What follows belongs to an exercise in optimizing a design on an open flow for small area, a short achievable clock period and few clock cycles; a production flow would make more cautious choices. Where RTL was checked, it was by simulation tests only, not by an equivalence proof against the original. For run 3, only the layout was checked, not whether the RTL still works. Power figures rest on the tool's default switching activity, not on a simulated workload.

--- flow/config.mk ---
export PLATFORM = sky130hd
export DESIGN_NAME = fpl
export DESIGN_NICKNAME = fpl
export VERILOG_FILES = /design/flow/design.v
export SDC_FILE = /design/flow/constraint.sdc
export NUM_CORES = 4
export LEC_CHECK = 0
export CAP_MARGIN = 20
export CORE_MARGIN = 2
export CORE_UTILIZATION = 40
export PLACE_DENSITY = 0.6
export SETUP_SLACK_MARGIN = 5
export SLEW_MARGIN = 20
export TNS_END_PERCENT = 100
--- flow/constraint.sdc ---
create_clock -name core_clock -period 10.0 [get_ports {clk}]
set_input_delay 2.0000 -clock core_clock [delete_from_list [all_inputs] [get_ports {clk}]]
set_output_delay 2.0000 -clock core_clock [all_outputs]
set_load 0.01 [all_outputs]
--- flow/design.v ---
module fpl (
    input  wire         clk,
    input  wire         rst,             
    input  wire         row_we,
    input  wire [6:0]   row_addr,
    input  wire [7:0]   row_wdata,
    input  wire         bitcnt_we,
    input  wire [15:0]  bitcnt_wdata,
    input  wire         cmd_we,
    input  wire [2:0]   cmd_entry,
    output reg  [1:0]   phase,           
    output reg  [2:0]   outcome,
    output reg  [3:0]   variant,
    output reg          mic_ok,
    output wire [15:0]  bitoff,
    output reg  [4:0]   flen,
    output reg  [135:0] frame,           
    output reg  [19:0]  present,
    output reg  [23:0]  f_id,
    output reg  [15:0]  f_batt,
    output reg  [11:0]  f_batt_mv,
    output reg  [15:0]  f_temp,
    output reg  [7:0]   f_hum,
    output reg  [15:0]  f_press,
    output reg  [8:0]   f_wdir,
    output reg  [23:0]  f_wavg,
    output reg  [23:0]  f_wmax,
    output reg  [24:0]  f_rain,
    output reg  [15:0]  f_uv,
    output reg  [3:0]   f_uvi,
    output reg  [23:0]  f_light,
    output reg  [13:0]  f_pm25,
    output reg  [13:0]  f_pm10,
    output reg  [7:0]   f_moist,
    output reg  [2:0]   f_boost,
    output reg  [8:0]   f_adraw,
    output reg  [47:0]  f_rclk
);
    localparam [1:0] PH_IDLE = 2'd0, PH_BUSY = 2'd1, PH_DONE = 2'd2;
    localparam [2:0] OC_OK = 3'd0, OC_ABORT_LENGTH = 3'd1, OC_ABORT_EARLY = 3'd2,
                     OC_FAIL_SANITY = 3'd3, OC_FAIL_INTEGRITY = 3'd4,
                     OC_CMD_ILLEGAL = 3'd5;
    localparam [3:0] V_WH2 = 4'd0, V_WH2A = 4'd1, V_WH5 = 4'd2, V_TELLDUS = 4'd3,
                     V_WH0530 = 4'd4, V_WH24 = 4'd5, V_WH65B = 4'd6, V_WH25 = 4'd7,
                     V_WH32 = 4'd8, V_WH32B = 4'd9, V_WH0290 = 4'd10, V_WH51 = 4'd11,
                     V_ALV1 = 4'd12, V_ALV2 = 4'd13, V_ALDCF = 4'd14, V_NONE = 4'd15;
    localparam [1:0] SRC_7 = 2'd0, SRC_8 = 2'd1, SRC_9 = 2'd2, SRC_CAP = 2'd3;
    localparam [23:0] PREAMBLE = 24'hAA2DD4;
    function [7:0] crc8_byte;
        input [7:0] c;
        input [7:0] d;
        integer i;
        reg [7:0] r;
        begin
            r = c ^ d;
            for (i = 0; i < 8; i = i + 1)
                r = r[7] ? ((r << 1) ^ 8'h31) : (r << 1);
            crc8_byte = r;
        end
    endfunction
    reg [7:0]  row_mem [0:127];
    reg [10:0] bc;                   
    reg        bc_ill;               
    reg [2:0]  entry_r;              
    localparam [1:0] ST_IDLE = 2'd0, ST_REPLAY = 2'd1, ST_FIELDS = 2'd2;
    reg  [1:0] st;
    wire busy   = (st != ST_IDLE);
    wire replay = (st == ST_REPLAY);
    always @(posedge clk) begin
        if (row_we && !busy)
            row_mem[row_addr] <= row_wdata;
    end
    always @(posedge clk) begin
        if (rst) begin
            bc     <= 11'd0;
            bc_ill <= 1'b0;
        end else if (bitcnt_we && !busy) begin
            bc     <= bitcnt_wdata[10:0];
            bc_ill <= (bitcnt_wdata > 16'd1024);
        end
    end
    reg  [7:0]  nw;
    wire        covered = ({nw, 3'b000} >= bc);
    reg  [6:0]  rp, rpa;
    reg  [7:0]  rd;
    reg         rv;
    always @(posedge clk) begin
        rd  <= row_mem[rp];
        rpa <= rp;
        if (replay) begin
            rp <= rp + 7'd1;
            rv <= 1'b1;
        end else begin
            rp <= nw[6:0];
            rv <= 1'b0;
        end
    end
    wire        feed    = replay ? (rv && !covered) : (row_we && !busy);
    wire [6:0]  fa      = replay ? rpa : row_addr;
    wire [7:0]  fb      = replay ? rd : row_wdata;
    wire        restart = (fa == 7'd0);
    wire        use_b   = feed && (restart || ({1'b0, fa} == nw));
    wire        inval   = feed && !restart && ({1'b0, fa} < nw);
    reg  [7:0]  prev1, prev2, prev3;     
    wire [7:0]  al7 = {prev1[0], fb[7:1]};           
    wire [7:0]  al9 = {prev1[6:0], fb[7]};           
    reg  [7:0]  c7, s7, c8, c9;
    reg         c7ok4, c7ok6, c7ok9, s7ok7, s7ok10, c8ok4, c9ok4;
    wire [31:0] win = {prev3, prev2, prev1, fb};
    reg  [7:0]  m;
    reg  [2:0]  mi;
    integer     i;
    always @* begin
        for (i = 0; i < 8; i = i + 1)
            m[i] = (win[30 - i -: 24] == PREAMBLE);
        mi = 3'd0;
        for (i = 7; i >= 0; i = i - 1)
            if (m[i]) mi = i;
    end
    reg         found;
    reg  [6:0]  qa;                  
    reg  [2:0]  qi;                  
    reg  [4:0]  ck;                  
    reg  [135:0] cap;                
    reg  [7:0]  cs, ss, xs;
    reg         csok6, csok9, csok15, ssok6, ssok7, ssok10, ssok16, xok;
    wire [15:0] pb  = {prev1, fb};
    wire [15:0] pbs = pb >> (3'd7 - qi);
    wire [7:0]  alc = pbs[7:0];      
    integer j;
    always @(posedge clk) begin
        if (rst) begin
            nw    <= 8'd0;
            found <= 1'b0;
        end else if (use_b) begin
            nw    <= {1'b0, fa} + 8'd1;
            prev1 <= fb;
            prev2 <= restart ? 8'd0 : prev1;
            prev3 <= restart ? 8'd0 : prev2;
            c8 <= restart ? 8'd0 : crc8_byte(c8, fb);
            c7 <= restart ? 8'd0 : crc8_byte(c7, al7);
            s7 <= restart ? 8'd0 : s7 + al7;
            c9 <= (fa <= 7'd1) ? 8'd0 : crc8_byte(c9, al9);
            if (fa == 7'd5)  c8ok4  <= (c8 == fb);
            if (fa == 7'd5)  c7ok4  <= (c7 == al7);
            if (fa == 7'd7)  c7ok6  <= (c7 == al7);
            if (fa == 7'd10) c7ok9  <= (c7 == al7);
            if (fa == 7'd8)  s7ok7  <= (s7 == al7);
            if (fa == 7'd11) s7ok10 <= (s7 == al7);
            if (fa == 7'd6)  c9ok4  <= (c9 == al9);
            if (restart) begin
                found <= 1'b0;
            end else if (!found) begin
                if (|m) begin
                    found <= 1'b1;
                    qa    <= fa;
                    qi    <= mi;
                    ck    <= 5'd0;
                    cs    <= 8'd0;
                    ss    <= 8'd0;
                    xs    <= 8'd0;
                end
            end else if (ck != 5'd17) begin
                for (j = 0; j < 17; j = j + 1)
                    if (ck == j) cap[8*j +: 8] <= alc;
                ck <= ck + 5'd1;
                cs <= crc8_byte(cs, alc);
                ss <= ss + alc;
                if (ck < 5'd6) xs <= xs ^ alc;
                if (ck == 5'd6)  begin csok6 <= (cs == alc); ssok6 <= (ss == alc); end
                if (ck == 5'd7)  begin ssok7 <= (ss == alc); xok <= ({xs[3:0], xs[7:4]} == alc); end
                if (ck == 5'd9)  csok9  <= (cs == alc);
                if (ck == 5'd10) ssok10 <= (ss == alc);
                if (ck == 5'd15) csok15 <= (cs == alc);
                if (ck == 5'd16) ssok16 <= (ss == alc);
            end
        end else if (inval) begin
            nw <= 8'd0;
        end
    end
    wire [2:0]  ent = replay ? entry_r : cmd_entry;
    wire [7:0]  row0 = row_mem[0];
    wire [7:0]  row1 = row_mem[1];
    wire        hdr_ff  = (row0 == 8'hFF);
    wire        hdr_fe  = (row0 == 8'hFE);
    wire        hdr_ff9 = (row0 == 8'hFF) && row1[7];
    wire        ones7   = (row0[7:1] == 7'h7F);
    wire        type3   = ({row0[0], row1[7:5]} == 4'h3);
    wire        type52  = ({row0[0], row1[7:1]} == 8'h52);
    reg  [87:0] fr7;
    reg  [39:0] fr8, fr9;
    always @* begin
        for (j = 0; j < 11; j = j + 1)
            fr7[8*j +: 8] = {row_mem[j][0], row_mem[j+1][7:1]};
        for (j = 0; j < 5; j = j + 1) begin
            fr8[8*j +: 8] = row_mem[j+1];
            fr9[8*j +: 8] = {row_mem[j+1][6:0], row_mem[j+2][7]};
        end
    end
    wire [7:0]  cf0  = cap[7:0];
    wire [9:0]  q    = {qa, qi};
    wire [10:0] offs = {1'b0, q} + 11'd1;
    wire [10:0] rem  = bc - offs;            
    reg [2:0]  d_oc;
    reg [3:0]  d_var;
    reg [1:0]  d_src;
    reg [10:0] d_off;
    reg [4:0]  d_len;
    reg        srch, srch_ok, integ, sane;
    reg [3:0]  pre;
    always @* begin
        d_oc  = OC_OK;
        d_var = V_NONE;
        d_src = SRC_7;
        d_off = 11'd7;
        d_len = 5'd0;
        srch  = 1'b0;
        pre   = V_NONE;
        if (ent > 3'd4 || bc_ill) begin
            d_oc = OC_CMD_ILLEGAL;
        end else begin
            case (ent)
            3'd0: begin
                if (bc == 11'd48) begin
                    if (!hdr_ff) d_oc = OC_ABORT_EARLY;
                    else begin d_var = V_WH2; d_src = SRC_8; d_off = 11'd8; d_len = 5'd5; end
                end else if (bc == 11'd55) begin
                    if (!hdr_fe) d_oc = OC_ABORT_EARLY;
                    else begin d_var = V_WH2A; d_len = 5'd6; end
                end else if (bc == 11'd47) begin
                    if (!hdr_fe) d_oc = OC_ABORT_EARLY;
                    else begin d_var = V_WH5; d_len = 5'd5; end
                end else if (bc == 11'd49) begin
                    if (!hdr_ff9) d_oc = OC_ABORT_EARLY;
                    else begin d_var = V_TELLDUS; d_src = SRC_9; d_off = 11'd9; d_len = 5'd5; end
                end else
                    d_oc = OC_ABORT_LENGTH;
            end
            3'd1: begin
                if (bc == 11'd63) begin
                    if (!ones7 || !type3) d_oc = OC_ABORT_EARLY;
                    else begin d_var = V_ALV1; d_len = 5'd7; end
                end else if (bc == 11'd95) begin
                    if (!ones7) d_oc = OC_ABORT_EARLY;
                    else if (type52) begin d_var = V_ALDCF; d_len = 5'd11; end
                    else if (type3)  begin d_var = V_ALV2;  d_len = 5'd11; end
                    else d_oc = OC_ABORT_EARLY;
                end else if (bc == 11'd71) begin
                    if (!ones7 || !type3) d_oc = OC_ABORT_EARLY;
                    else begin d_var = V_WH0530; d_len = 5'd8; end
                end else
                    d_oc = OC_ABORT_LENGTH;
            end
            3'd2: begin
                if (bc < 11'd190 || bc > 11'd215) d_oc = OC_ABORT_LENGTH;
                else begin srch = 1'b1; pre = V_WH24; d_len = 5'd17; end
            end
            3'd3: begin
                if (bc < 11'd160) begin
                    srch = 1'b1; pre = V_WH0290; d_len = 5'd8;
                end else if (bc < 11'd190) begin
                    srch = 1'b1; pre = V_WH32B; d_len = 5'd8;
                end else if (bc < 11'd440) begin
                    if (bc > 11'd215) d_oc = OC_ABORT_LENGTH;
                    else begin srch = 1'b1; pre = V_WH24; d_len = 5'd17; end
                end else if (bc <= 11'd510) begin
                    srch = 1'b1; pre = V_WH25; d_len = 5'd8;
                end else begin
                    srch = 1'b1; pre = V_WH32B; d_len = 5'd8;
                end
            end
            default: begin
                srch = 1'b1; pre = V_WH51; d_len = 5'd11;
            end
            endcase
            if (srch) begin
                d_src = SRC_CAP;
                d_off = offs;
                if (!found || {1'b0, q} >= bc || rem < {3'd0, d_len, 3'b000})
                    d_oc = OC_ABORT_LENGTH;
                else begin
                    case (pre)
                    V_WH24: begin
                        if ((rem - 11'd136) < 11'd8 && offs < 11'd61) d_var = V_WH24;
                        else d_var = V_WH65B;
                    end
                    V_WH0290: d_var = V_WH0290;
                    V_WH51: begin
                        if (cf0 != 8'h51) d_oc = OC_ABORT_EARLY;
                        else d_var = V_WH51;
                    end
                    default: begin  
                        if (pre == V_WH32B && cf0[7:4] == 4'hD) d_var = V_WH32;
                        else if (cf0[7:4] == 4'hE) d_var = pre;
                        else if (cf0 == 8'h41) d_var = V_WH0290;
                        else d_oc = OC_ABORT_EARLY;
                    end
                    endcase
                end
            end
        end
        integ = 1'b1;
        sane  = 1'b1;
        case (d_var)
        V_WH2:              begin integ = c8ok4; sane = (fr8[7:4] == 4'h4); end
        V_WH2A, V_WH5:      begin integ = c7ok4; sane = (fr7[7:4] == 4'h4); end
        V_TELLDUS:          begin integ = c9ok4; sane = (fr9[7:4] == 4'h4); end
        V_ALV1:             integ = c7ok6;
        V_WH0530:           integ = c7ok6 && s7ok7;
        V_ALV2, V_ALDCF:    integ = c7ok9 && s7ok10;
        V_WH24, V_WH65B:    begin integ = csok15 && ssok16; sane = (cf0 == 8'h24); end
        V_WH25:             integ = ssok6 && xok;
        V_WH32, V_WH32B:    integ = ssok6;
        V_WH0290:           integ = csok6 && ssok7;
        V_WH51:             integ = csok9 && ssok10;
        default: ;
        endcase
        if (d_oc == OC_OK) begin
            if (!integ) d_oc = OC_FAIL_INTEGRITY;
            else if (!sane) d_oc = OC_FAIL_SANITY;
        end
    end
    wire d_good = (d_oc == OC_OK);
    reg [135:0] d_frame;
    always @* begin
        for (j = 0; j < 17; j = j + 1) begin
            case (d_src)
            SRC_7:   d_frame[8*j +: 8] = (j < 11) ? fr7[8*j +: 8] : 8'd0;
            SRC_8:   d_frame[8*j +: 8] = (j < 5)  ? fr8[8*j +: 8] : 8'd0;
            SRC_9:   d_frame[8*j +: 8] = (j < 5)  ? fr9[8*j +: 8] : 8'd0;
            default: d_frame[8*j +: 8] = cap[8*j +: 8];
            endcase
            if (!d_good || j >= d_len)
                d_frame[8*j +: 8] = 8'd0;
        end
    end
    reg  [10:0] off_r;
    assign bitoff = {5'd0, off_r};
    wire illegal = (ent > 3'd4) || bc_ill;
    wire decide  = replay ? covered : (!busy && cmd_we && (covered || illegal));
    always @(posedge clk) begin
        if (rst) begin
            st      <= ST_IDLE;
            phase   <= PH_IDLE;
            outcome <= 3'd0;
            variant <= V_NONE;
            off_r   <= 11'd0;
            frame   <= 136'd0;
        end else begin
            if (decide) begin
                st      <= ST_FIELDS;
                outcome <= d_oc;
                variant <= d_good ? d_var : V_NONE;
                off_r   <= d_good ? d_off : 11'd0;
                frame   <= d_frame;
            end
            case (st)
            ST_IDLE: begin
                if (cmd_we) begin
                    phase   <= PH_BUSY;
                    entry_r <= cmd_entry;
                    if (!decide) st <= ST_REPLAY;
                end
            end
            ST_FIELDS: begin
                phase <= PH_DONE;
                st    <= ST_IDLE;
            end
            default: ;
            endcase
        end
    end
    wire         n_mic_ok;
    wire [4:0]   n_flen;
    wire [19:0]  n_present;
    wire [23:0]  n_id;
    wire [15:0]  n_batt;
    wire [11:0]  n_batt_mv;
    wire [15:0]  n_temp;
    wire [7:0]   n_hum;
    wire [15:0]  n_press;
    wire [8:0]   n_wdir;
    wire [23:0]  n_wavg, n_wmax;
    wire [24:0]  n_rain;
    wire [15:0]  n_uv;
    wire [3:0]   n_uvi;
    wire [23:0]  n_light;
    wire [13:0]  n_pm25, n_pm10;
    wire [7:0]   n_moist;
    wire [2:0]   n_boost;
    wire [8:0]   n_adraw;
    wire [47:0]  n_rclk;
    fpl_dec u_dec (
        .variant(variant), .frame(frame),
        .mic_ok(n_mic_ok), .flen(n_flen), .present(n_present),
        .f_id(n_id), .f_batt(n_batt), .f_batt_mv(n_batt_mv), .f_temp(n_temp),
        .f_hum(n_hum), .f_press(n_press), .f_wdir(n_wdir), .f_wavg(n_wavg),
        .f_wmax(n_wmax), .f_rain(n_rain), .f_uv(n_uv), .f_uvi(n_uvi),
        .f_light(n_light), .f_pm25(n_pm25), .f_pm10(n_pm10), .f_moist(n_moist),
        .f_boost(n_boost), .f_adraw(n_adraw), .f_rclk(n_rclk)
    );
    always @(posedge clk) begin
        if (rst) begin
            mic_ok <= 1'b0; flen <= 5'd0; present <= 20'd0;
            f_id <= 24'd0;  f_batt <= 16'd0; f_batt_mv <= 12'd0; f_temp <= 16'd0;
            f_hum <= 8'd0;  f_press <= 16'd0; f_wdir <= 9'd0;    f_wavg <= 24'd0;
            f_wmax <= 24'd0; f_rain <= 25'd0; f_uv <= 16'd0;     f_uvi <= 4'd0;
            f_light <= 24'd0; f_pm25 <= 14'd0; f_pm10 <= 14'd0;  f_moist <= 8'd0;
            f_boost <= 3'd0; f_adraw <= 9'd0; f_rclk <= 48'd0;
        end else begin
            mic_ok <= n_mic_ok; flen <= n_flen; present <= n_present;
            f_id <= n_id;  f_batt <= n_batt; f_batt_mv <= n_batt_mv; f_temp <= n_temp;
            f_hum <= n_hum;  f_press <= n_press; f_wdir <= n_wdir;    f_wavg <= n_wavg;
            f_wmax <= n_wmax; f_rain <= n_rain; f_uv <= n_uv;     f_uvi <= n_uvi;
            f_light <= n_light; f_pm25 <= n_pm25; f_pm10 <= n_pm10;  f_moist <= n_moist;
            f_boost <= n_boost; f_adraw <= n_adraw; f_rclk <= n_rclk;
        end
    end
endmodule
module fpl_dec (
    input  wire [3:0]   variant,
    input  wire [135:0] frame,
    output wire         mic_ok,
    output reg  [4:0]   flen,
    output reg  [19:0]  present,
    output reg  [23:0]  f_id,
    output reg  [15:0]  f_batt,
    output reg  [11:0]  f_batt_mv,
    output reg  [15:0]  f_temp,
    output reg  [7:0]   f_hum,
    output reg  [15:0]  f_press,
    output reg  [8:0]   f_wdir,
    output reg  [23:0]  f_wavg,
    output reg  [23:0]  f_wmax,
    output reg  [24:0]  f_rain,
    output reg  [15:0]  f_uv,
    output reg  [3:0]   f_uvi,
    output reg  [23:0]  f_light,
    output reg  [13:0]  f_pm25,
    output reg  [13:0]  f_pm10,
    output reg  [7:0]   f_moist,
    output reg  [2:0]   f_boost,
    output reg  [8:0]   f_adraw,
    output reg  [47:0]  f_rclk
);
    localparam [3:0] V_WH2 = 4'd0, V_WH2A = 4'd1, V_WH5 = 4'd2, V_TELLDUS = 4'd3,
                     V_WH0530 = 4'd4, V_WH24 = 4'd5, V_WH65B = 4'd6, V_WH25 = 4'd7,
                     V_WH32 = 4'd8, V_WH32B = 4'd9, V_WH0290 = 4'd10, V_WH51 = 4'd11,
                     V_ALV1 = 4'd12, V_ALV2 = 4'd13, V_ALDCF = 4'd14, V_NONE = 4'd15;
    assign mic_ok = (variant != V_NONE);
    wire [7:0] f0  = frame[7:0];
    wire [7:0] f1  = frame[15:8];
    wire [7:0] f2  = frame[23:16];
    wire [7:0] f3  = frame[31:24];
    wire [7:0] f4  = frame[39:32];
    wire [7:0] f5  = frame[47:40];
    wire [7:0] f6  = frame[55:48];
    wire [7:0] f7  = frame[63:56];
    wire [7:0] f8  = frame[71:64];
    wire [7:0] f9  = frame[79:72];
    wire [7:0] f10 = frame[87:80];
    wire [7:0] f11 = frame[95:88];
    wire [7:0] f12 = frame[103:96];
    wire [7:0] f13 = frame[111:104];
    wire [7:0] f14 = frame[119:112];
    wire c_wh2  = (variant <= V_TELLDUS);
    wire c_0530 = (variant == V_WH0530) || (variant == V_ALV1) || (variant == V_ALV2);
    wire c_dcf  = (variant == V_ALDCF);
    wire c_24   = (variant == V_WH24) || (variant == V_WH65B);
    wire c_25   = (variant == V_WH25) || (variant == V_WH32) || (variant == V_WH32B);
    wire c_0290 = (variant == V_WH0290);
    wire c_51   = (variant == V_WH51);
    wire is65   = (variant == V_WH65B);
    wire [11:0] temp12 = {f1[3:0], f2};
    wire        t24ok  = ({f3[2:0], f4} != 11'h7FF);
    reg  [11:0] ta, tb;
    always @* begin
        ta = 12'd0; tb = 12'd0;
        if (variant == V_WH5) begin ta = temp12; tb = 12'd400; end
        else if (c_wh2) begin
            if (temp12[11]) tb = {1'b0, temp12[10:0]};
            else            ta = {1'b0, temp12[10:0]};
        end
        else if (c_0530) begin ta = {1'b0, f1[2:0], f2}; tb = 12'd400; end
        else if (c_24 && t24ok) begin ta = {1'b0, f3[2:0], f4}; tb = 12'd400; end
        else if (c_25) begin ta = {2'b0, f1[1:0], f2}; tb = 12'd400; end
    end
    wire [15:0] temp_v = {4'd0, ta} - {4'd0, tb};
    wire [15:0] rr   = c_24 ? {f9, f8} : c_0530 ? {f4, f3} : 16'd0;
    wire [19:0] r11  = {rr, 3'b000} + {rr, 1'b0} + rr;           
    wire [23:0] rh   = {rr, 7'd0} + (is65 ? {8'hFF, ~rr} : {3'd0, r11, 1'b0}) + is65;   
    wire [24:0] rain_v = {rh, 1'b0};
    function [23:0] wmul;
        input [8:0] x;
        input       k65;
        reg [23:0] x3, y, y3;
        begin
            x3 = {x, 1'b0} + x;
            y  = {x, 7'd0} - x3;
            y3 = {y, 1'b0} + y;
            wmul = {y3, 4'd0} + (k65 ? y3 : {y, 6'd0});
        end
    endfunction
    wire [8:0]  wspd9 = {f3[4], f6};
    wire [8:0]  wdir9 = {f3[7], f2};
    wire        wavg_ok = c_24 && (wspd9 != 9'h1FF);
    wire        wmax_ok = c_24 && (f7 != 8'hFF);
    wire [23:0] wavg_v = wmul(wavg_ok ? wspd9 : 9'd0, is65);
    wire [23:0] wmax_v = wmul(wmax_ok ? {1'b0, f7} : 9'd0, is65);
    wire [15:0] uv16 = {f10, f11};
    reg  [3:0]  uvi_v;
    always @* begin
        if      (uv16 > 16'd5029) uvi_v = 4'd13;
        else if (uv16 > 16'd4650) uvi_v = 4'd12;
        else if (uv16 > 16'd4277) uvi_v = 4'd11;
        else if (uv16 > 16'd3918) uvi_v = 4'd10;
        else if (uv16 > 16'd3512) uvi_v = 4'd9;
        else if (uv16 > 16'd3100) uvi_v = 4'd8;
        else if (uv16 > 16'd2761) uvi_v = 4'd7;
        else if (uv16 > 16'd2450) uvi_v = 4'd6;
        else if (uv16 > 16'd2017) uvi_v = 4'd5;
        else if (uv16 > 16'd1570) uvi_v = 4'd4;
        else if (uv16 > 16'd1210) uvi_v = 4'd3;
        else if (uv16 > 16'd851)  uvi_v = 4'd2;
        else if (uv16 > 16'd432)  uvi_v = 4'd1;
        else                      uvi_v = 4'd0;
    end
    wire [4:0]  bv  = f4[4:0];
    wire [11:0] mv  = {bv, 6'd0} + {bv, 5'd0} + {bv, 2'd0};
    wire [15:0] bmv = {4'd0, mv} - 16'd700;
    wire [23:0] light24 = {f12, f13, f14};
    wire [15:0] press16 = {f4, f5};
    always @* begin
        present = 20'd0;
        f_id = 24'd0;   f_batt = 16'd0;  f_batt_mv = 12'd0;
        f_hum = 8'd0;   f_press = 16'd0; f_wdir = 9'd0;
        f_uv = 16'd0;   f_uvi = 4'd0;
        f_light = 24'd0; f_pm25 = 14'd0; f_pm10 = 14'd0;    f_moist = 8'd0;
        f_boost = 3'd0; f_adraw = 9'd0;  f_rclk = 48'd0;
        flen = 5'd0;
        f_temp = temp_v;
        f_rain = rain_v;
        f_wavg = wavg_v;
        f_wmax = wmax_v;
        if (c_wh2) begin
            flen = (variant == V_WH2A) ? 5'd6 : 5'd5;
            f_id = {16'd0, f0[3:0], f1[7:4]};
            present[0] = 1'b1;
            present[3] = 1'b1;
            if (f3 != 8'hFF) begin f_hum = f3; present[4] = 1'b1; end
        end
        if (c_0530) begin
            flen   = (variant == V_WH0530) ? 5'd8 : (variant == V_ALV1) ? 5'd7 : 5'd11;
            f_id   = {16'd0, f0[3:0], f1[7:4]};
            f_batt = {15'd0, ~f1[3]};
            present[0] = 1'b1; present[1] = 1'b1;
            present[3] = 1'b1; present[9] = 1'b1;
        end
        if (c_dcf) begin
            flen   = 5'd11;
            f_id   = {16'd0, f1};
            f_batt = {15'd0, ~f2[7]};
            f_rclk = {f3, f4, f5, f6, f7, f8};
            present[0] = 1'b1; present[1] = 1'b1; present[18] = 1'b1;
        end
        if (c_24) begin
            flen    = 5'd17;
            f_id    = {16'd0, f1};
            f_batt  = {15'd0, ~f3[3]};
            present[0] = 1'b1; present[1] = 1'b1;
            present[3] = t24ok;
            if (f5 != 8'hFF) begin f_hum = f5; present[4] = 1'b1; end
            if (wdir9 != 9'h1FF) begin f_wdir = wdir9; present[6] = 1'b1; end
            present[7] = wavg_ok;
            present[8] = wmax_ok;
            present[9] = 1'b1;
            if (uv16 != 16'hFFFF) begin
                f_uv = uv16; f_uvi = uvi_v;
                present[10] = 1'b1; present[11] = 1'b1;
            end
            if (light24 != 24'hFFFFFF) begin f_light = light24; present[12] = 1'b1; end
        end
        if (c_25) begin
            flen   = 5'd8;
            f_id   = {16'd0, f0[3:0], f1[7:4]};
            f_batt = {15'd0, ~f1[3]};
            present[0] = 1'b1; present[1] = 1'b1; present[3] = 1'b1;
            if (f3 != 8'hFF) begin f_hum = f3; present[4] = 1'b1; end
            if (variant != V_WH32 && press16 != 16'hFFFF) begin
                f_press = press16; present[5] = 1'b1;
            end
        end
        if (c_0290) begin
            flen   = 5'd8;
            f_id   = {16'd0, f1};
            f_batt = {14'd0, f4[7:6]};
            f_pm25 = {f2[5:0], f3};
            f_pm10 = {f4[5:0], f5};
            present[0] = 1'b1; present[1] = 1'b1;
            present[13] = 1'b1; present[14] = 1'b1;
        end
        if (c_51) begin
            flen      = 5'd11;
            f_id      = {f1, f2, f3};
            f_batt_mv = mv;
            f_batt    = bmv;
            f_boost   = f4[7:5];
            f_moist   = f6;
            f_adraw   = {f7[0], f8};
            present[0]  = 1'b1; present[1]  = 1'b1; present[2]  = 1'b1;
            present[15] = 1'b1; present[16] = 1'b1; present[17] = 1'b1;
        end
        present[19] = mic_ok;
    end
endmodule
--- flow/run.sh ---
#!/bin/bash
# synth_recipe.tcl (not shown) runs the flow's synth.tcl, then flattens the netlist and writes it again
# the make line also repeats each setting of config.mk as NAME=value (left out here)
make -C /OpenROAD-flow-scripts/flow DESIGN_CONFIG=/design/flow/config.mk WORK_HOME=/design/flow/orfs CLKGATE_MAP_FILE= SYNTH_SCRIPT=/design/flow/synth_recipe.tcl finish
==> flow_summary_export.csv, run 1 <==
group,metric,value,unit
pwr,power_frac_seq,0.474,
pwr,sw_frac_of_total,0.2544,
logic_synthesis,synth-xor-area-share,0.02824,
critical_path,start_kind,"register",
sta,postLayoutSetupSlackWorst,3.864,ns
placed_design,gp_congestion,0.8988,
critical_path,criticalPathCategory,"register to register",
run,maxCapViolations,0,
logic_synthesis,synth.area.top_cells,"edfxtp_1 48%, dfxtp_1 13%, mux4_2 9.6%",
placed_design,pre_cts_ws,2.555,ns
die,core,197200,um2
sta,max_clock_freq,163.0,MHz
critical_path,worstPathMaxFanout,5,
min_path,hold_path.startpoint,"off_r[10]$_SDFFE_PP0P_",
pwr,p_total,0.01714,W
global_route,grt_max_degree,169,
finish,syn_to_final_growth,27.84,%
routing,vias,52840,
status,status,"no timing/DRC/antenna violations",
clocking,cts_buffer_depth,3,
routing,ant_nets,0,
global_route,grt_usage,0.2371,
global_route,antenna_found_initial,15,
placed_design,dp_hpwl,160900,um
sta,fin_crit_sh,0.6136,
sta,rsz0062_at_grt,"yes",
critical_path,worst_path_most_repeated_cell,"o21ai_1",
logic_synthesis,synth_simple_gate_area_share,0.1044,
die,start_util,0.4024,
pwr,p_leak,34.37,nW
routing,first_pass_iters,6,
logic_synthesis,seq_area_frac_synth,0.6141,
finish,final_common_cell,"edfxtp_1",
global_route,grt_pass1_vias,51570,
critical_path,cp.required,10.71,ns
logic_synthesis,synthAdderAreaFrac,0.04183,
clocking,cts.sinks,1798,
die,fp.dieH,449.4,um
logic_synthesis,synth_top_area_frac,0.4814,
pwr,internal-power,0.01278,W
logic_synthesis,synthCells,5810,
sta,tightest_slew,1.171,ns
logic_synthesis,synth_area_leader_cell,"edfxtp_1",
die,io_pins,540,
sta,fin_crit,6.136,ns
sta,skew,0.03451,ns
routing,drtIter0Drc,4769,
finish,nNetsFinal,6931,
sta,finalHoldViolCount,0,
logic_synthesis,synth_top_family_by_area,"simple AND/OR/NAND/NOR gates",
clocking,cts_root_buf,"clkbuf_16",
sta,finalSetupViolCount,0,
min_path,holdPathEnd,"off_r[10]$_SDFFE_PP0P_",
critical_path,max_stage_delay,0.35,ns
logic_synthesis,synth.distinct_cells,101,
logic_synthesis,synthesis.area,79350,um2
sta,max-slew-margin-rel,0.2196,
placed_design,dp_cells,8771,
critical_path,critPathBufInv,9,
global_route,grt_pass1_wl,356700,um
pwr,peakVddDrop,0.1387,mV
clocking,ctsHtreeMaxLevel,4,
critical_path,rr_worst_depth,38,
logic_synthesis,yosysWarnings,2,
critical_path,r2r_end,"f_wavg[21]$_SDFF_PP0_",
die,die_area,202000,um2
critical_path,arrival,6.85,ns
critical_path,cp_slowest_cell,"dfxtp_4",
pwr,p_sw,0.004361,W
pwr,power.density,169.0,nW/um2
logic_synthesis,muxShareOfSynthArea,0.1042,
finish,drive_above_1_share,0.2527,
finish,final_cells,9441,
pwr,combinationalPowerShare,0.128,
logic_synthesis,avgSynthCellArea,13.66,um2
sta,fin_setup_tns,0,ns
clocking,worstSkewPairLatency,0.83,ns
clocking,cts_buffers,184,
die,rows,163,
routing,drcViolationCount,0,
placed_design,portBuffers,531,
global_route,overflow,0,
finish,final_cell_mix,"1272 x edfxtp_1, 517 x clkdlybuf4s50_1, 507 x nand2_1, 500 x dfxtp_1, 412 x nor2_1",
logic_synthesis,synth-seq-cells,1798,
routing,vias_per_cell,5.597,
logic_synthesis,synth_edf_count,1272,
critical_path,crit_family,"compound AO/OA/AOI/OAI gates",
min_path,hold_class,"register to register",
routing,wire_per_inst,26.29,um
critical_path,critPathCaptureType,"register",
logic_synthesis,async_reset_ff_frac,0,
critical_path,reg2reg_from,"variant[3]$_SDFFE_PP1P_",
logic_synthesis,synth_compound_area_frac,0.08160,
routing,wl,248200,um
clocking,path_clk_slew,0.06,ns
die,die_x,449.4,um
sta,drv_slew,0,
critical_path,r2r_setup_slack,3.86,ns
logic_synthesis,synth_flop_cell,"edfxtp_1",
pwr,clockPowerShare,0.398,
sta,whs,0.4563,ns
clocking,cts_tree,"yes",
min_path,whs_path_depth,2,
==> state kept, by name, indices dropped and copies added, names as in the netlist, 24 cells and up <==
register  count
f_wavg       24
row_mem    1024
f_id         24
frame       136
f_light      24
cap         136
f_rain       24
f_rclk       48
==> layer usage <==
layer  track usage  vias to the layer above  share of wire
met5             0                        -       0.000052
met4        0.1002                        2          0.047
met3       0.03642                      484          0.061
met1        0.2999                    26720           0.40
li1              -                    23500              -
met2        0.4044                     2128           0.50
==> what timing repair did <==
item / in CTS / in global routing
endpoints found under the setup margin: 483 / 342
resized for setup: 478 / 267
buffers inserted: 220 / 69
hold buffers: 0 / 0
gates cloned: 34 / 4
pin swaps: 267 / 213
==> cell usage after synthesis, types with 19 or more instances <==
cell      count
xnor2_1     175
a21boi_0     22
edfxtp_1   1272
buf_4        30
a31oi_1      27
o211ai_1     22
inv_1       152
o31ai_2      60
nor2b_1      67
a22o_1       55
o31ai_1      85
xor2_1       79
nand2_1     537
buf_2        23
or2_2        49
mux2i_1      50
nor4_1       32
buf_1        46
and2_1      225
ha_1        222
nor3_1       72
a21o_1       47
nand3_1      85
nor2_1      453
o21a_1       20
dfxtp_1     526
a21oi_1     178
nand2b_1     51
o21bai_1     19
o21ai_0     152
clkbuf_1    220
nand4_1      40
and3_1       24
mux4_2      338
a211oi_1     23
a22oi_1      59
fa_1         26
==> cell type report <==
type | instances | area [um2]
repair buffers | 958 | 9859
fillers | 16510 | 95780
inverters | 155 | 619.3
flip-flops and latches | 1798 | 48790
diodes | 3 | 7.507
clock inverters | 104 | 985.9
multi-input cells | 3547 | 32880
well taps | 2640 | 3303
clock buffers | 236 | 4997
==> per-stage QoR <==
step | utilization | cell area (um2)
after floorplan | - | 80260
after global placement | 0.4475 | 88260
after detailed placement | 0.4478 | 88310
after CTS | 0.5030 | 99200
after global routing | 0.5143 | 101400
final | 0.5144 | 101400
==> tightest hold or removal path: stages, from the launching register on <==
cell	delay [ns]
dfxtp_1	0.32
nand2_1	0.06
o21ai_2	0.05
==> power by group through the flow <==
stage	Combinational (W)	Clock [W]	Sequential, W
5_1_grt	0.00233	0.00722	0.00813
6_report	0.00219	0.00683	0.00813
3_3_place_gp	0.00208	0	0.00828
2_1_floorplan	0.00139	0	0.00823
4_1_cts	0.00214	0.00693	0.00813
3_5_place_dp	0.00210	0	0.00829
==> worst max-delay path by stage <==
stage / startpoint / to / slack (ns) / depth (start not counted)
after floorplan: variant[0]$_SDFFE_PP1P_ / f_wavg[21]$_SDFF_PP0_ / 4.14 / 35
after global placement: cmd_entry[2] / frame[100]$_SDFFE_PP0P_ / 2.55 / 17
after detailed placement: cmd_entry[0] / frame[100]$_SDFFE_PP0P_ / 2.55 / 14
after CTS: variant[3]$_SDFFE_PP1P_ / f_wavg[21]$_SDFF_PP0_ / 4.03 / 34
after global routing: variant[0]$_SDFFE_PP1P_ / f_wavg[21]$_SDFF_PP0_ / 3.60 / 35
final: variant[3]$_SDFFE_PP1P_ / f_wavg[21]$_SDFF_PP0_ / 3.86 / 38
==> kinds of logic after synthesis <==
group	Yosys count
flops	1798
simple gates	1725
compound gates	895
buf+inv	484
mux	402
xor+xnor	255
fa+ha+maj	250
other cells	1
Testbench counts, summed over its fixed seeds: cycles 21,098.
==> run 2, diff against run 1 <==
--- a/flow/config.mk
+++ b/flow/config.mk
@@ -9,6 +9,4 @@
 export CORE_MARGIN = 2
 export CORE_UTILIZATION = 40
 export PLACE_DENSITY = 0.6
-export SETUP_SLACK_MARGIN = 5
 export SLEW_MARGIN = 20
-export TNS_END_PERCENT = 100
==> flow_summary_export.csv, run 2 <==
group,metric,value,unit
status,status,"no timing/DRC/antenna violations",
placed_design,pre_cts_ws,1.925,ns
placed_design,dp_hpwl,161300,um
placed_design,portBuffers,531,
logic_synthesis,yosysWarnings,2,
finish,regMostFlops,"row_mem",
clocking,cts_resized,0,
global_route,grt_max_degree,141,
sta,skew,0.03804,ns
min_path,hold_class,"register to register",
critical_path,worstPathMaxFanout,34,
clocking,ctsHtreeMaxLevel,4,
logic_synthesis,synth-xor-area-share,0.02824,
critical_path,criticalPathCategory,"register to register",
sta,drv_slew,0,
critical_path,critPathCaptureType,"register",
routing,wl,233500,um
sta,max_clock_freq,121.4,MHz
finish,largestRegisters,"row_mem (1024), cap (136), frame (136)",
logic_synthesis,synthAdderAreaFrac,0.04183,
finish,fin_area,93940,um2
clocking,cts.sinks,1798,
global_route,grt_pass1_vias,49560,
critical_path,cp_slowest_cell,"dfxtp_2",
clocking,cts_buffer_depth,3,
logic_synthesis,synth_common_cells,"1272 x edfxtp_1, 537 x nand2_1, 526 x dfxtp_1",
sta,whs,0.4525,ns
global_route,grt_pass1_wl,342100,um
logic_synthesis,synth_compound_area_frac,0.08160,
sta,finalHoldViolCount,0,
logic_synthesis,synth_most_common_cell,"edfxtp_1",
global_route,grt_usage,0.2263,
logic_synthesis,synth_area_leader_cell,"edfxtp_1",
critical_path,critPathBufInv,5,
logic_synthesis,async_reset_ff_frac,0,
die,io_pins,540,
logic_synthesis,synth_edf_count,1272,
placed_design,placed_cell_area,87570,um2
routing,vias,50300,
die,die_x,449.4,um
sta,max-slew-margin-rel,0.2235,
die,die_area,202000,um2
critical_path,cp.required,10.74,ns
routing,first_pass_iters,6,
sta,fin_setup_tns,0,ns
sta,fin_crit_sh,0.8234,
pwr,power.density,184.2,nW/um2
sta,rsz0062_at_grt,"no",
finish,final_common_cell,"edfxtp_1",
logic_synthesis,synthesis.area,79350,um2
logic_synthesis,synth.area.top_cells,"edfxtp_1 48%, dfxtp_1 13%, mux4_2 9.6%",
placed_design,dp_cells,8770,
finish,final_cell_mix,"1272 x edfxtp_1, 531 x nand2_1, 522 x clkdlybuf4s50_1, 521 x dfxtp_1, 449 x nor2_1",
critical_path,start_kind,"register",
logic_synthesis,synth_top_area_frac,0.4814,
global_route,antenna_found_initial,8,
finish,final_cells,9129,
die,core,197200,um2
routing,vias_per_cell,5.510,
clocking,cts_tree,"yes",
routing,drcViolationCount,0,
routing,ant_nets,0,
finish,drive_above_1_share,0.1426,
finish,nNetsFinal,6608,
die,fp.dieH,449.4,um
logic_synthesis,synth_simple_gate_area_share,0.1044,
die,start_util,0.4024,
clocking,cts_root_buf,"clkbuf_16",
sta,postLayoutSetupSlackWorst,1.766,ns
clocking,cts_buffers,189,
clocking,worstSkewPairLatency,0.85,ns
critical_path,arrival,8.97,ns
logic_synthesis,synth.distinct_cells,101,
critical_path,max_stage_delay,0.75,ns
clocking,cts_hold_buffers,0,
logic_synthesis,avgSynthCellArea,13.66,um2
critical_path,crit_family,"compound AO/OA/AOI/OAI gates",
logic_synthesis,muxShareOfSynthArea,0.1042,
routing,wire_per_inst,25.58,um
run,maxCapViolations,0,
clocking,path_clk_slew,0.07,ns
die,rows,163,
logic_synthesis,synth_top_family_by_area,"simple AND/OR/NAND/NOR gates",
pwr,p_leak,31.76,nW
clocking,postCtsSetupBuffers,0,
sta,finalSetupViolCount,0,
sta,fin_crit,8.234,ns
logic_synthesis,synth-seq-cells,1798,
finish,syn_to_final_growth,18.39,%
logic_synthesis,seq_area_frac_synth,0.6141,
placed_design,gp_congestion,0.9110,
finish,largest_register_ffs,1024,
sta,tightest_slew,1.165,ns
logic_synthesis,synthCells,5810,
global_route,overflow,0,
pwr,peakVddDrop,0.1674,mV
logic_synthesis,synth_flop_cell,"edfxtp_1",
routing,drtIter0Drc,4421,
[run 2: layer usage]
layer | wire (um) | GRT usage | up-vias
met2 | 115500 | 0.3851 | 1882
met5 | 13 | 0 | -
li1 | - | - | 22790
met1 | 95110 | 0.2911 | 25270
met4 | 8701 | 0.08481 | 2
met3 | 14150 | 0.03489 | 364
[run 2: path summary, 6_finish.rpt]
kind	slack, ns	cells after the start	to	startpoint
worst max register to register	1.77	33	f_wmax[21]$_SDFF_PP0_	variant[0]$_SDFFE_PP1P_
worst min-delay path	0.45	2	frame[135]$_SDFFE_PP0P_	frame[135]$_SDFFE_PP0P_
worst min register to register	0.45	2	frame[135]$_SDFFE_PP0P_	frame[135]$_SDFFE_PP0P_
worst max-delay path	1.77	33	f_wmax[21]$_SDFF_PP0_	variant[0]$_SDFFE_PP1P_
[run 2: power by group]
part	total, W	internal, W	switching [W]
Clock	0.00712	0.00410	0.00302
Combinational	0.00206	0.000818	0.00124
Sequential	0.00812	0.00805	0.0000726
Total	0.0173	0.0130	0.00433
[run 2: cells by family (layout without fill, tap and decap cells)]
kind of cell	after synthesis	count (layout)
fa+ha+maj	250	250
compound gates	895	895
other cells	1	18
simple gates	1725	1725
flops	1798	1798
buf+inv	484	1146
mux	402	402
xor+xnor	255	255
[run 2: metrics by stage]
stage / utilization / total power [W]
floorplan: - / 0.009602
global placement: 0.4440 / 0.01033
detailed placement: 0.4440 / 0.01035
CTS: 0.4762 / 0.01745
global route: 0.4762 / 0.01787
finish: 0.4763 / 0.01730
[run 2: cell type report]
type / count / area (um2)
inverter: 155 / 581.8
antenna: 10 / 25.02
tap: 2640 / 3303
clock buffer: 245 / 5184
clock inverter: 104 / 1166
timing repair buffer: 642 / 6155
multi-input combinational: 3535 / 28790
sequential: 1798 / 48740
fill: 17200 / 103300
[run 2: worst reg2reg max path: cells and delay by family, from the launching register on]
family	cells	cell delay (ns)
XOR/XNOR	2	0.75
flip-flops	1	0.75
adder cells (fa/ha/maj)	4	1.12
buffers and inverters	5	0.78
AO/OA/AOI/OAI	14	3.15
AND/OR/NAND/NOR	8	1.58
==> run 3, diff against run 2 <==
--- a/flow/design.v
+++ b/flow/design.v
@@ -81,12 +81,18 @@
     end
     reg  [7:0]  nw;
     wire        covered = ({nw, 3'b000} >= bc);
-    reg  [6:0]  rp, rpa;
+    reg  [6:0]  rp;
     reg  [7:0]  rd;
     reg         rv;
+    reg  [7:0]  rdx;
+    integer     k;
+    always @* begin
+        rdx = 8'd0;
+        for (k = 0; k < 128; k = k + 1)
+            rdx = rdx | (row_mem[k] & {8{rp == k}});
+    end
     always @(posedge clk) begin
-        rd  <= row_mem[rp];
-        rpa <= rp;
+        rd <= rdx;
         if (replay) begin
             rp <= rp + 7'd1;
             rv <= 1'b1;
@@ -95,12 +101,13 @@
             rv <= 1'b0;
         end
     end
-    wire        feed    = replay ? (rv && !covered) : (row_we && !busy);
-    wire [6:0]  fa      = replay ? rpa : row_addr;
+    wire        host_w  = row_we && !busy;
+    wire        restart = replay ? (nw == 8'd0) : (row_addr == 7'd0);
+    wire        use_b   = replay ? (rv && !covered)
+                                 : (host_w && (row_addr == 7'd0 || {1'b0, row_addr} == nw));
+    wire        inval   = !replay && host_w && (row_addr != 7'd0) && ({1'b0, row_addr} < nw);
     wire [7:0]  fb      = replay ? rd : row_wdata;
-    wire        restart = (fa == 7'd0);
-    wire        use_b   = feed && (restart || ({1'b0, fa} == nw));
-    wire        inval   = feed && !restart && ({1'b0, fa} < nw);
+    wire [7:0]  ai      = restart ? 8'd0 : nw;       
     reg  [7:0]  prev1, prev2, prev3;     
     wire [7:0]  al7 = {prev1[0], fb[7:1]};           
     wire [7:0]  al9 = {prev1[6:0], fb[7]};           
@@ -133,27 +140,27 @@
             nw    <= 8'd0;
             found <= 1'b0;
         end else if (use_b) begin
-            nw    <= {1'b0, fa} + 8'd1;
+            nw    <= ai + 8'd1;
             prev1 <= fb;
             prev2 <= restart ? 8'd0 : prev1;
             prev3 <= restart ? 8'd0 : prev2;
             c8 <= restart ? 8'd0 : crc8_byte(c8, fb);
             c7 <= restart ? 8'd0 : crc8_byte(c7, al7);
             s7 <= restart ? 8'd0 : s7 + al7;
-            c9 <= (fa <= 7'd1) ? 8'd0 : crc8_byte(c9, al9);
-            if (fa == 7'd5)  c8ok4  <= (c8 == fb);
-            if (fa == 7'd5)  c7ok4  <= (c7 == al7);
-            if (fa == 7'd7)  c7ok6  <= (c7 == al7);
-            if (fa == 7'd10) c7ok9  <= (c7 == al7);
-            if (fa == 7'd8)  s7ok7  <= (s7 == al7);
-            if (fa == 7'd11) s7ok10 <= (s7 == al7);
-            if (fa == 7'd6)  c9ok4  <= (c9 == al9);
+            c9 <= (ai <= 8'd1) ? 8'd0 : crc8_byte(c9, al9);
+            if (ai == 8'd5)  c8ok4  <= (c8 == fb);
+            if (ai == 8'd5)  c7ok4  <= (c7 == al7);
+            if (ai == 8'd7)  c7ok6  <= (c7 == al7);
+            if (ai == 8'd10) c7ok9  <= (c7 == al7);
+            if (ai == 8'd8)  s7ok7  <= (s7 == al7);
+            if (ai == 8'd11) s7ok10 <= (s7 == al7);
+            if (ai == 8'd6)  c9ok4  <= (c9 == al9);
             if (restart) begin
                 found <= 1'b0;
             end else if (!found) begin
                 if (|m) begin
                     found <= 1'b1;
-                    qa    <= fa;
+                    qa    <= ai[6:0];
                     qi    <= mi;
                     ck    <= 5'd0;
                     cs    <= 8'd0;
@@ -197,140 +204,161 @@
             fr9[8*j +: 8] = {row_mem[j+1][6:0], row_mem[j+2][7]};
         end
     end
-    wire [7:0]  cf0  = cap[7:0];
+    wire b47 = (bc == 11'd47), b48 = (bc == 11'd48), b49 = (bc == 11'd49), b55 = (bc == 11'd55);
+    wire b63 = (bc == 11'd63), b71 = (bc == 11'd71), b95 = (bc == 11'd95);
+    wire lt160 = (bc < 11'd160), lt190 = (bc < 11'd190), gt215 = (bc > 11'd215);
+    wire lt440 = (bc < 11'd440), le510 = (bc <= 11'd510);
     wire [9:0]  q    = {qa, qi};
-    wire [10:0] offs = {1'b0, q} + 11'd1;
-    wire [10:0] rem  = bc - offs;            
-    reg [2:0]  d_oc;
-    reg [3:0]  d_var;
-    reg [1:0]  d_src;
-    reg [10:0] d_off;
-    reg [4:0]  d_len;
-    reg        srch, srch_ok, integ, sane;
-    reg [3:0]  pre;
+    wire [11:0] dq   = {1'b0, bc} - {2'b00, q};          
+    wire        qin  = found && !dq[11];
+    wire        len8  = qin && (dq[10:0] >= 11'd65);     
+    wire        len11 = qin && (dq[10:0] >= 11'd89);
+    wire        len17 = qin && (dq[10:0] >= 11'd137);
+    wire        wh24  = (dq[10:0] <= 11'd144) && (q < 10'd60);
+    wire [7:0]  cf0   = cap[7:0];
+    wire [10:0] offs  = {1'b0, q} + 11'd1;
+    wire ok_wh2  = c8ok4 && (fr8[7:4] == 4'h4);
+    wire ok_wh2a = c7ok4 && (fr7[7:4] == 4'h4);
+    wire ok_tell = c9ok4 && (fr9[7:4] == 4'h4);
+    wire in_wh2  = c8ok4, in_wh2a = c7ok4, in_tell = c9ok4;
+    wire in_alv1 = c7ok6, in_0530 = c7ok6 && s7ok7, in_alv2 = c7ok9 && s7ok10;
+    wire in_24   = csok15 && ssok16, in_25 = ssok6 && xok, in_32 = ssok6;
+    wire in_0290 = csok6 && ssok7, in_51 = csok9 && ssok10;
+    wire sa_24   = (cf0 == 8'h24);
+    reg [2:0] oc0, oc1, oc2, oc3, oc4;
+    reg [3:0] v0, v1, v2, v3, v4;
     always @* begin
-        d_oc  = OC_OK;
-        d_var = V_NONE;
-        d_src = SRC_7;
-        d_off = 11'd7;
-        d_len = 5'd0;
-        srch  = 1'b0;
-        pre   = V_NONE;
-        if (ent > 3'd4 || bc_ill) begin
-            d_oc = OC_CMD_ILLEGAL;
+        v0 = V_NONE; oc0 = OC_OK;
+        if (b48) begin
+            if (!hdr_ff) oc0 = OC_ABORT_EARLY;
+            else if (!in_wh2) oc0 = OC_FAIL_INTEGRITY;
+            else if (!ok_wh2) oc0 = OC_FAIL_SANITY;
+            else v0 = V_WH2;
+        end else if (b55 || b47) begin
+            if (!hdr_fe) oc0 = OC_ABORT_EARLY;
+            else if (!in_wh2a) oc0 = OC_FAIL_INTEGRITY;
+            else if (!ok_wh2a) oc0 = OC_FAIL_SANITY;
+            else v0 = b55 ? V_WH2A : V_WH5;
+        end else if (b49) begin
+            if (!hdr_ff9) oc0 = OC_ABORT_EARLY;
+            else if (!in_tell) oc0 = OC_FAIL_INTEGRITY;
+            else if (!ok_tell) oc0 = OC_FAIL_SANITY;
+            else v0 = V_TELLDUS;
+        end else
+            oc0 = OC_ABORT_LENGTH;
+        v1 = V_NONE; oc1 = OC_OK;
+        if (b63) begin
+            if (!ones7 || !type3) oc1 = OC_ABORT_EARLY;
+            else if (!in_alv1) oc1 = OC_FAIL_INTEGRITY;
+            else v1 = V_ALV1;
+        end else if (b95) begin
+            if (!ones7 || !(type52 || type3)) oc1 = OC_ABORT_EARLY;
+            else if (!in_alv2) oc1 = OC_FAIL_INTEGRITY;
+            else v1 = type52 ? V_ALDCF : V_ALV2;
+        end else if (b71) begin
+            if (!ones7 || !type3) oc1 = OC_ABORT_EARLY;
+            else if (!in_0530) oc1 = OC_FAIL_INTEGRITY;
+            else v1 = V_WH0530;
+        end else
+            oc1 = OC_ABORT_LENGTH;
+        v2 = V_NONE; oc2 = OC_OK;
+        if (lt190 || gt215 || !len17) oc2 = OC_ABORT_LENGTH;
+        else if (!in_24) oc2 = OC_FAIL_INTEGRITY;
+        else if (!sa_24) oc2 = OC_FAIL_SANITY;
+        else v2 = wh24 ? V_WH24 : V_WH65B;
+        v3 = V_NONE; oc3 = OC_OK;
+        if (lt160) begin
+            if (!len8) oc3 = OC_ABORT_LENGTH;
+            else if (!in_0290) oc3 = OC_FAIL_INTEGRITY;
+            else v3 = V_WH0290;
+        end else if (!lt190 && lt440) begin
+            if (gt215 || !len17) oc3 = OC_ABORT_LENGTH;
+            else if (!in_24) oc3 = OC_FAIL_INTEGRITY;
+            else if (!sa_24) oc3 = OC_FAIL_SANITY;
+            else v3 = wh24 ? V_WH24 : V_WH65B;
         end else begin
-            case (ent)
-            3'd0: begin
-                if (bc == 11'd48) begin
-                    if (!hdr_ff) d_oc = OC_ABORT_EARLY;
-                    else begin d_var = V_WH2; d_src = SRC_8; d_off = 11'd8; d_len = 5'd5; end
-                end else if (bc == 11'd55) begin
-                    if (!hdr_fe) d_oc = OC_ABORT_EARLY;
-                    else begin d_var = V_WH2A; d_len = 5'd6; end
-                end else if (bc == 11'd47) begin
-                    if (!hdr_fe) d_oc = OC_ABORT_EARLY;
-                    else begin d_var = V_WH5; d_len = 5'd5; end
-                end else if (bc == 11'd49) begin
-                    if (!hdr_ff9) d_oc = OC_ABORT_EARLY;
-                    else begin d_var = V_TELLDUS; d_src = SRC_9; d_off = 11'd9; d_len = 5'd5; end
-                end else
-                    d_oc = OC_ABORT_LENGTH;
-            end
-            3'd1: begin
-                if (bc == 11'd63) begin
-                    if (!ones7 || !type3) d_oc = OC_ABORT_EARLY;
-                    else begin d_var = V_ALV1; d_len = 5'd7; end
-                end else if (bc == 11'd95) begin
-                    if (!ones7) d_oc = OC_ABORT_EARLY;
-                    else if (type52) begin d_var = V_ALDCF; d_len = 5'd11; end
-                    else if (type3)  begin d_var = V_ALV2;  d_len = 5'd11; end
-                    else d_oc = OC_ABORT_EARLY;
-                end else if (bc == 11'd71) begin
-                    if (!ones7 || !type3) d_oc = OC_ABORT_EARLY;
-                    else begin d_var = V_WH0530; d_len = 5'd8; end
-                end else
-                    d_oc = OC_ABORT_LENGTH;
-            end
-            3'd2: begin
-                if (bc < 11'd190 || bc > 11'd215) d_oc = OC_ABORT_LENGTH;
-                else begin srch = 1'b1; pre = V_WH24; d_len = 5'd17; end
-            end
-            3'd3: begin
-                if (bc < 11'd160) begin
-                    srch = 1'b1; pre = V_WH0290; d_len = 5'd8;
-                end else if (bc < 11'd190) begin
-                    srch = 1'b1; pre = V_WH32B; d_len = 5'd8;
-                end else if (bc < 11'd440) begin
-                    if (bc > 11'd215) d_oc = OC_ABORT_LENGTH;
-                    else begin srch = 1'b1; pre = V_WH24; d_len = 5'd17; end
-                end else if (bc <= 11'd510) begin
-                    srch = 1'b1; pre = V_WH25; d_len = 5'd8;
+            if (!len8) oc3 = OC_ABORT_LENGTH;
+            else if (cf0[7:4] == 4'hD && (lt190 || !le510)) begin
+                if (!in_32) oc3 = OC_FAIL_INTEGRITY;
+                else v3 = V_WH32;
+            end else if (cf0[7:4] == 4'hE) begin
+                if (lt190 || !le510) begin
+                    if (!in_32) oc3 = OC_FAIL_INTEGRITY;
+                    else v3 = V_WH32B;
                 end else begin
-                    srch = 1'b1; pre = V_WH32B; d_len = 5'd8;
+                    if (!in_25) oc3 = OC_FAIL_INTEGRITY;
+                    else v3 = V_WH25;
                 end
-            end
-            default: begin
-                srch = 1'b1; pre = V_WH51; d_len = 5'd11;
-            end
+            end else if (cf0 == 8'h41) begin
+                if (!in_0290) oc3 = OC_FAIL_INTEGRITY;
+                else v3 = V_WH0290;
+            end else
+                oc3 = OC_ABORT_EARLY;
+        end
+        v4 = V_NONE; oc4 = OC_OK;
+        if (!len11) oc4 = OC_ABORT_LENGTH;
+        else if (cf0 != 8'h51) oc4 = OC_ABORT_EARLY;
+        else if (!in_51) oc4 = OC_FAIL_INTEGRITY;
+        else v4 = V_WH51;
+    end
+    reg [2:0] d_oc;
+    reg [3:0] d_var;
+    always @* begin
+        if (bc_ill) begin
+            d_oc = OC_CMD_ILLEGAL; d_var = V_NONE;
+        end else begin
+            case (ent)
+            3'd0:    begin d_oc = oc0; d_var = v0; end
+            3'd1:    begin d_oc = oc1; d_var = v1; end
+            3'd2:    begin d_oc = oc2; d_var = v2; end
+            3'd3:    begin d_oc = oc3; d_var = v3; end
+            3'd4:    begin d_oc = oc4; d_var = v4; end
+            default: begin d_oc = OC_CMD_ILLEGAL; d_var = V_NONE; end
             endcase
-            if (srch) begin
-                d_src = SRC_CAP;
-                d_off = offs;
-                if (!found || {1'b0, q} >= bc || rem < {3'd0, d_len, 3'b000})
-                    d_oc = OC_ABORT_LENGTH;
-                else begin
-                    case (pre)
-                    V_WH24: begin
-                        if ((rem - 11'd136) < 11'd8 && offs < 11'd61) d_var = V_WH24;
-                        else d_var = V_WH65B;
-                    end
-                    V_WH0290: d_var = V_WH0290;
-                    V_WH51: begin
-                        if (cf0 != 8'h51) d_oc = OC_ABORT_EARLY;
-                        else d_var = V_WH51;
-                    end
-                    default: begin  
-                        if (pre == V_WH32B && cf0[7:4] == 4'hD) d_var = V_WH32;
-                        else if (cf0[7:4] == 4'hE) d_var = pre;
-                        else if (cf0 == 8'h41) d_var = V_WH0290;
-                        else d_oc = OC_ABORT_EARLY;
-                    end
-                    endcase
-                end
-            end
         end
-        integ = 1'b1;
-        sane  = 1'b1;
-        case (d_var)
-        V_WH2:              begin integ = c8ok4; sane = (fr8[7:4] == 4'h4); end
-        V_WH2A, V_WH5:      begin integ = c7ok4; sane = (fr7[7:4] == 4'h4); end
-        V_TELLDUS:          begin integ = c9ok4; sane = (fr9[7:4] == 4'h4); end
-        V_ALV1:             integ = c7ok6;
-        V_WH0530:           integ = c7ok6 && s7ok7;
-        V_ALV2, V_ALDCF:    integ = c7ok9 && s7ok10;
-        V_WH24, V_WH65B:    begin integ = csok15 && ssok16; sane = (cf0 == 8'h24); end
-        V_WH25:             integ = ssok6 && xok;
-        V_WH32, V_WH32B:    integ = ssok6;
-        V_WH0290:           integ = csok6 && ssok7;
-        V_WH51:             integ = csok9 && ssok10;
-        default: ;
-        endcase
-        if (d_oc == OC_OK) begin
-            if (!integ) d_oc = OC_FAIL_INTEGRITY;
-            else if (!sane) d_oc = OC_FAIL_SANITY;
+    end
+    reg [16:0]  lm;              
+    reg [1:0]   src;
+    reg [10:0]  d_off;
+    always @* begin
+        case (ent)
+        3'd0: begin
+            src   = b48 ? SRC_8 : b49 ? SRC_9 : SRC_7;
+            d_off = b48 ? 11'd8 : b49 ? 11'd9 : 11'd7;
+            lm    = b55 ? 17'h0003F : 17'h0001F;
         end
+        3'd1: begin
+            src   = SRC_7;
+            d_off = 11'd7;
+            lm    = b63 ? 17'h0007F : b71 ? 17'h000FF : 17'h007FF;
+        end
+        3'd2: begin
+            src   = SRC_CAP;
+            d_off = offs;
+            lm    = 17'h1FFFF;
+        end
+        3'd3: begin
+            src   = SRC_CAP;
+            d_off = offs;
+            lm    = (!lt190 && lt440) ? 17'h1FFFF : 17'h000FF;
+        end
+        default: begin
+            src   = SRC_CAP;
+            d_off = offs;
+            lm    = 17'h007FF;
+        end
+        endcase
     end
-    wire d_good = (d_oc == OC_OK);
     reg [135:0] d_frame;
     always @* begin
         for (j = 0; j < 17; j = j + 1) begin
-            case (d_src)
+            case (src)
             SRC_7:   d_frame[8*j +: 8] = (j < 11) ? fr7[8*j +: 8] : 8'd0;
             SRC_8:   d_frame[8*j +: 8] = (j < 5)  ? fr8[8*j +: 8] : 8'd0;
             SRC_9:   d_frame[8*j +: 8] = (j < 5)  ? fr9[8*j +: 8] : 8'd0;
             default: d_frame[8*j +: 8] = cap[8*j +: 8];
             endcase
-            if (!d_good || j >= d_len)
+            if (!lm[j])
                 d_frame[8*j +: 8] = 8'd0;
         end
     end
@@ -350,8 +378,8 @@
             if (decide) begin
                 st      <= ST_FIELDS;
                 outcome <= d_oc;
-                variant <= d_good ? d_var : V_NONE;
-                off_r   <= d_good ? d_off : 11'd0;
+                variant <= d_var;
+                off_r   <= d_off;
                 frame   <= d_frame;
             end
             case (st)
@@ -365,6 +393,10 @@
             ST_FIELDS: begin
                 phase <= PH_DONE;
                 st    <= ST_IDLE;
+                if (variant == V_NONE) begin
+                    off_r <= 11'd0;
+                    frame <= 136'd0;
+                end
             end
             default: ;
             endcase
@@ -487,18 +519,22 @@
     end
     wire [15:0] temp_v = {4'd0, ta} - {4'd0, tb};
     wire [15:0] rr   = c_24 ? {f9, f8} : c_0530 ? {f4, f3} : 16'd0;
-    wire [19:0] r11  = {rr, 3'b000} + {rr, 1'b0} + rr;           
-    wire [23:0] rh   = {rr, 7'd0} + (is65 ? {8'hFF, ~rr} : {3'd0, r11, 1'b0}) + is65;   
+    wire [23:0] rh   = {rr, 7'd0} + (is65 ? {8'hFF, ~rr} : {4'd0, rr, 4'd0})
+                     + (is65 ? 24'd0 : {6'd0, rr, 2'd0}) + (is65 ? 24'd1 : {7'd0, rr, 1'd0});   
     wire [24:0] rain_v = {rh, 1'b0};
     function [23:0] wmul;
         input [8:0] x;
         input       k65;
-        reg [23:0] x3, y, y3;
+        reg [23:0] X;
         begin
-            x3 = {x, 1'b0} + x;
-            y  = {x, 7'd0} - x3;
-            y3 = {y, 1'b0} + y;
-            wmul = {y3, 4'd0} + (k65 ? y3 : {y, 6'd0});
+            X = {15'd0, x};
+            wmul = (k65 ? (X << 12) : (X << 14))
+                 + (k65 ? (X << 11) : ~(X << 11))
+                 + (k65 ? (X << 8)  : ~(X << 8))
+                 + (k65 ? ~(X << 4) : ~(X << 6))
+                 + (k65 ? ~(X << 3) : ~(X << 4))
+                 + (k65 ? ~X : 24'd0)
+                 + (k65 ? 24'd3 : 24'd4);
         end
     endfunction
     wire [8:0]  wspd9 = {f3[4], f6};
==> flow/flow/run.sh (new file) <==
#!/bin/bash
set -euo pipefail
MARGIN=${MARGIN:-6.3}
bash standard.sh SETUP_SLACK_MARGIN=$MARGIN finish > layout_make.log 2>&1
==> flow/standard.sh (new file) <==
#!/bin/bash
# synth_recipe.tcl (not shown) runs the flow's synth.tcl, then flattens the netlist and writes it again
# the make line also repeats each setting of config.mk as NAME=value (left out here)
make -C /OpenROAD-flow-scripts/flow DESIGN_CONFIG=/design/flow/config.mk WORK_HOME=/design/flow/orfs CLKGATE_MAP_FILE= SYNTH_SCRIPT=/design/flow/synth_recipe.tcl "${@:-finish}"
--- a/flow/config.mk
+++ b/flow/config.mk
@@ -10,3 +10,4 @@
 export CORE_UTILIZATION = 40
 export PLACE_DENSITY = 0.6
 export SLEW_MARGIN = 20
+export TNS_END_PERCENT = 100
removed: flow/run.sh
==> flow_summary_export.csv, run 3 <==
group,metric,value,unit
status,status,"no timing/DRC/antenna violations",
critical_path,worstPathMaxFanout,6,
pwr,power.density,191.9,nW/um2
critical_path,max_stage_delay,0.59,ns
clocking,cts_tree,"yes",
logic_synthesis,synth_top_area_frac,0.4953,
critical_path,arrival,5.75,ns
finish,largest_register_ffs,1024,
sta,finalSetupViolCount,0,
clocking,cts_root_buf,"clkbuf_16",
finish,fin_util,0.5255,
routing,drtIter0Drc,9360,
logic_synthesis,synth_common_cells,"1272 x edfxtp_1, 715 x nor2_1, 520 x dfxtp_1",
critical_path,critPathCaptureType,"register",
die,io_pins,540,
die,fp.dieH,443.1,um
sta,tightest_slew,1.373,ns
min_path,hold_class,"register to register",
sta,max_clock_freq,196.7,MHz
critical_path,cp.required,10.66,ns
finish,fin_area,100900,um2
routing,first_pass_iters,6,
sta,fin_crit_sh,0.5084,
finish,regMostFlops,"row_mem",
finish,final_cells,9947,
sta,max-slew-margin-rel,0.08489,
die,core,192000,um2
run,maxCapViolations,0,
logic_synthesis,synth_most_common_cell,"edfxtp_1",
routing,wire_per_inst,37.00,um
placed_design,dp_cells,9276,
die,die_area,196300,um2
clocking,path_clk_slew,0.06,ns
routing,vias_per_cell,6.268,
finish,syn_to_final_growth,30.83,%
pwr,p_leak,38.15,nW
finish,largestRegisters,"row_mem (1024), cap (136), frame (136)",
routing,drcViolationCount,0,
sta,fin_setup_tns,0,ns
die,die_x,443.1,um
placed_design,dp_hpwl,250100,um
clocking,cts.sinks,1792,
global_route,grt_pass1_vias,57820,
routing,wl,368100,um
placed_design,gp_congestion,1.098,
finish,nNetsFinal,7625,
pwr,peakVddDrop,0.1573,mV
clocking,cts_buffers,190,
finish,drive_above_1_share,0.2250,
routing,ant_nets,0,
routing,vias,62350,
critical_path,criticalPathCategory,"register to register",
logic_synthesis,synth_area_leader_cell,"edfxtp_1",
logic_synthesis,yosysWarnings,2,
critical_path,cp_slowest_cell,"fa_1",
die,start_util,0.4017,
sta,skew,0.04127,ns
sta,rsz0062_at_grt,"yes",
logic_synthesis,avgSynthCellArea,12.46,um2
logic_synthesis,async_reset_ff_frac,0,
sta,fin_crit,5.084,ns
clocking,cts_buffer_depth,3,
global_route,grt_max_degree,83,
finish,final_cell_mix,"1272 x edfxtp_1, 521 x nor2_1, 436 x buf_4, 430 x dfxtp_1, 421 x dlygate4sd2_1",
critical_path,start_kind,"register",
placed_design,placed_cell_area,88050,um2
logic_synthesis,synth_edf_count,1272,
global_route,antenna_found_initial,32,
logic_synthesis,synthCells,6190,
logic_synthesis,synth.area.top_cells,"edfxtp_1 50%, dfxtp_1 13%, ha_1 4.1%",
logic_synthesis,synthesis.area,77120,um2
## run 3: where the power goes
part           internal, W  switching, W  total [W]
Clock              0.00415       0.00312    0.00727
Combinational      0.00149       0.00213    0.00362
Sequential         0.00820      0.000265    0.00847
## run 3: cells by family after synthesis
logic type      count (synthesis)  share of synthesized area
simple gates                 1906                     0.1170
fa+ha+maj                     346                    0.06519
other cells                     1                 0.00004863
compound gates               1378                     0.1286
flops                        1792                     0.6303
mux                            46                   0.007820
buf+inv                       505                    0.02588
xor+xnor                      216                    0.02508
## run 3: metal layers
metal	global-route usage	vias up	wire (um)
li1	-	25410	-
met1	0.4401	30990	131600
met2	0.5526	4740	161200
met3	0.1236	1198	46020
met4	0.2323	24	29160
met5	0	-	162
## run 3: repair_timing
action	4_1_cts	5_1_grt
resized for setup	1106	339
gates cloned	29	2
setup buffers	177	89
setup endpoints to repair	1762	689
hold buffers	0	0
pin swaps	112	130
## run 3: final cells by class
class	instances	area (um2)
inverters	243	1003
clock inverters	97	1135
well taps	2526	3161
clock buffers	255	5245
fillers	16450	91090
repair inverters	2	17.52
multi-input cells	3904	30590
diodes	21	52.55
flip-flops and latches	1792	48840
repair buffers	1107	10840
## run 3: per-stage QoR
| step | hold slack (ns) | total power (W) |
|---|---|---|
| finish | 0.4530 | 0.01936 |
| global route | 0.4761 | 0.01989 |
| CTS | 0.4531 | 0.01908 |
| detailed placement | 0.4477 | 0.01152 |
| global placement | 0.4477 | 0.01149 |
| floorplan | 0.4761 | 0.01016 |
## run 3: critical path, delay by kind of cell (launching register included)
family	cells	cell delay (ns)
AOI/OAI and AO/OA	7	1.52
xor gates and xnor gates	1	0.17
adders and majority gates	5	1.95
buffers and inverters	5	0.50
DFF	1	0.43
and+or+nand+nor	5	0.31
## run 3: final timing paths
| check | start | end | slack (ns) | depth (start not counted) |
|---|---|---|---|---|
| setup / recovery | variant[0]$_SDFFE_PP1N_ | f_wavg[19]$_SDFF_PP0_ | 4.92 | 23 |
| setup reg to reg | variant[0]$_SDFFE_PP1N_ | f_wavg[19]$_SDFF_PP0_ | 4.92 | 23 |
| hold reg to reg | frame[130]$_SDFF_PP0_ | frame[130]$_SDFF_PP0_ | 0.45 | 2 |
| hold / removal | frame[130]$_SDFF_PP0_ | frame[130]$_SDFF_PP0_ | 0.45 | 2 |

==> afterwards: timing with drivers on the ports <==
In the flow no input, the clock included, has a driving cell. The finished layouts below were timed again as built, in two steps.
Step 1, drivers: a clkbuf_16 drives clk and a buf_2 each remaining input, both assumed.
Step 2 times the ports against the registers' clock, not the clock port: input delays grow and output delays shrink by t, the midpoint of the rising clock arrivals with the driver on.
Slacks: ideal ports / drivers / drivers and shift; pairs: ideal ports / drivers.
run	t (ns)	slack for setup (ns)
run 1	0.905	3.864 / 3.864 / 3.555
run 2	0.915	1.766 / 1.766 / 1.766
run 3	0.935	4.916 / 4.916 / 4.879
After both steps every run listed still meets setup and hold.
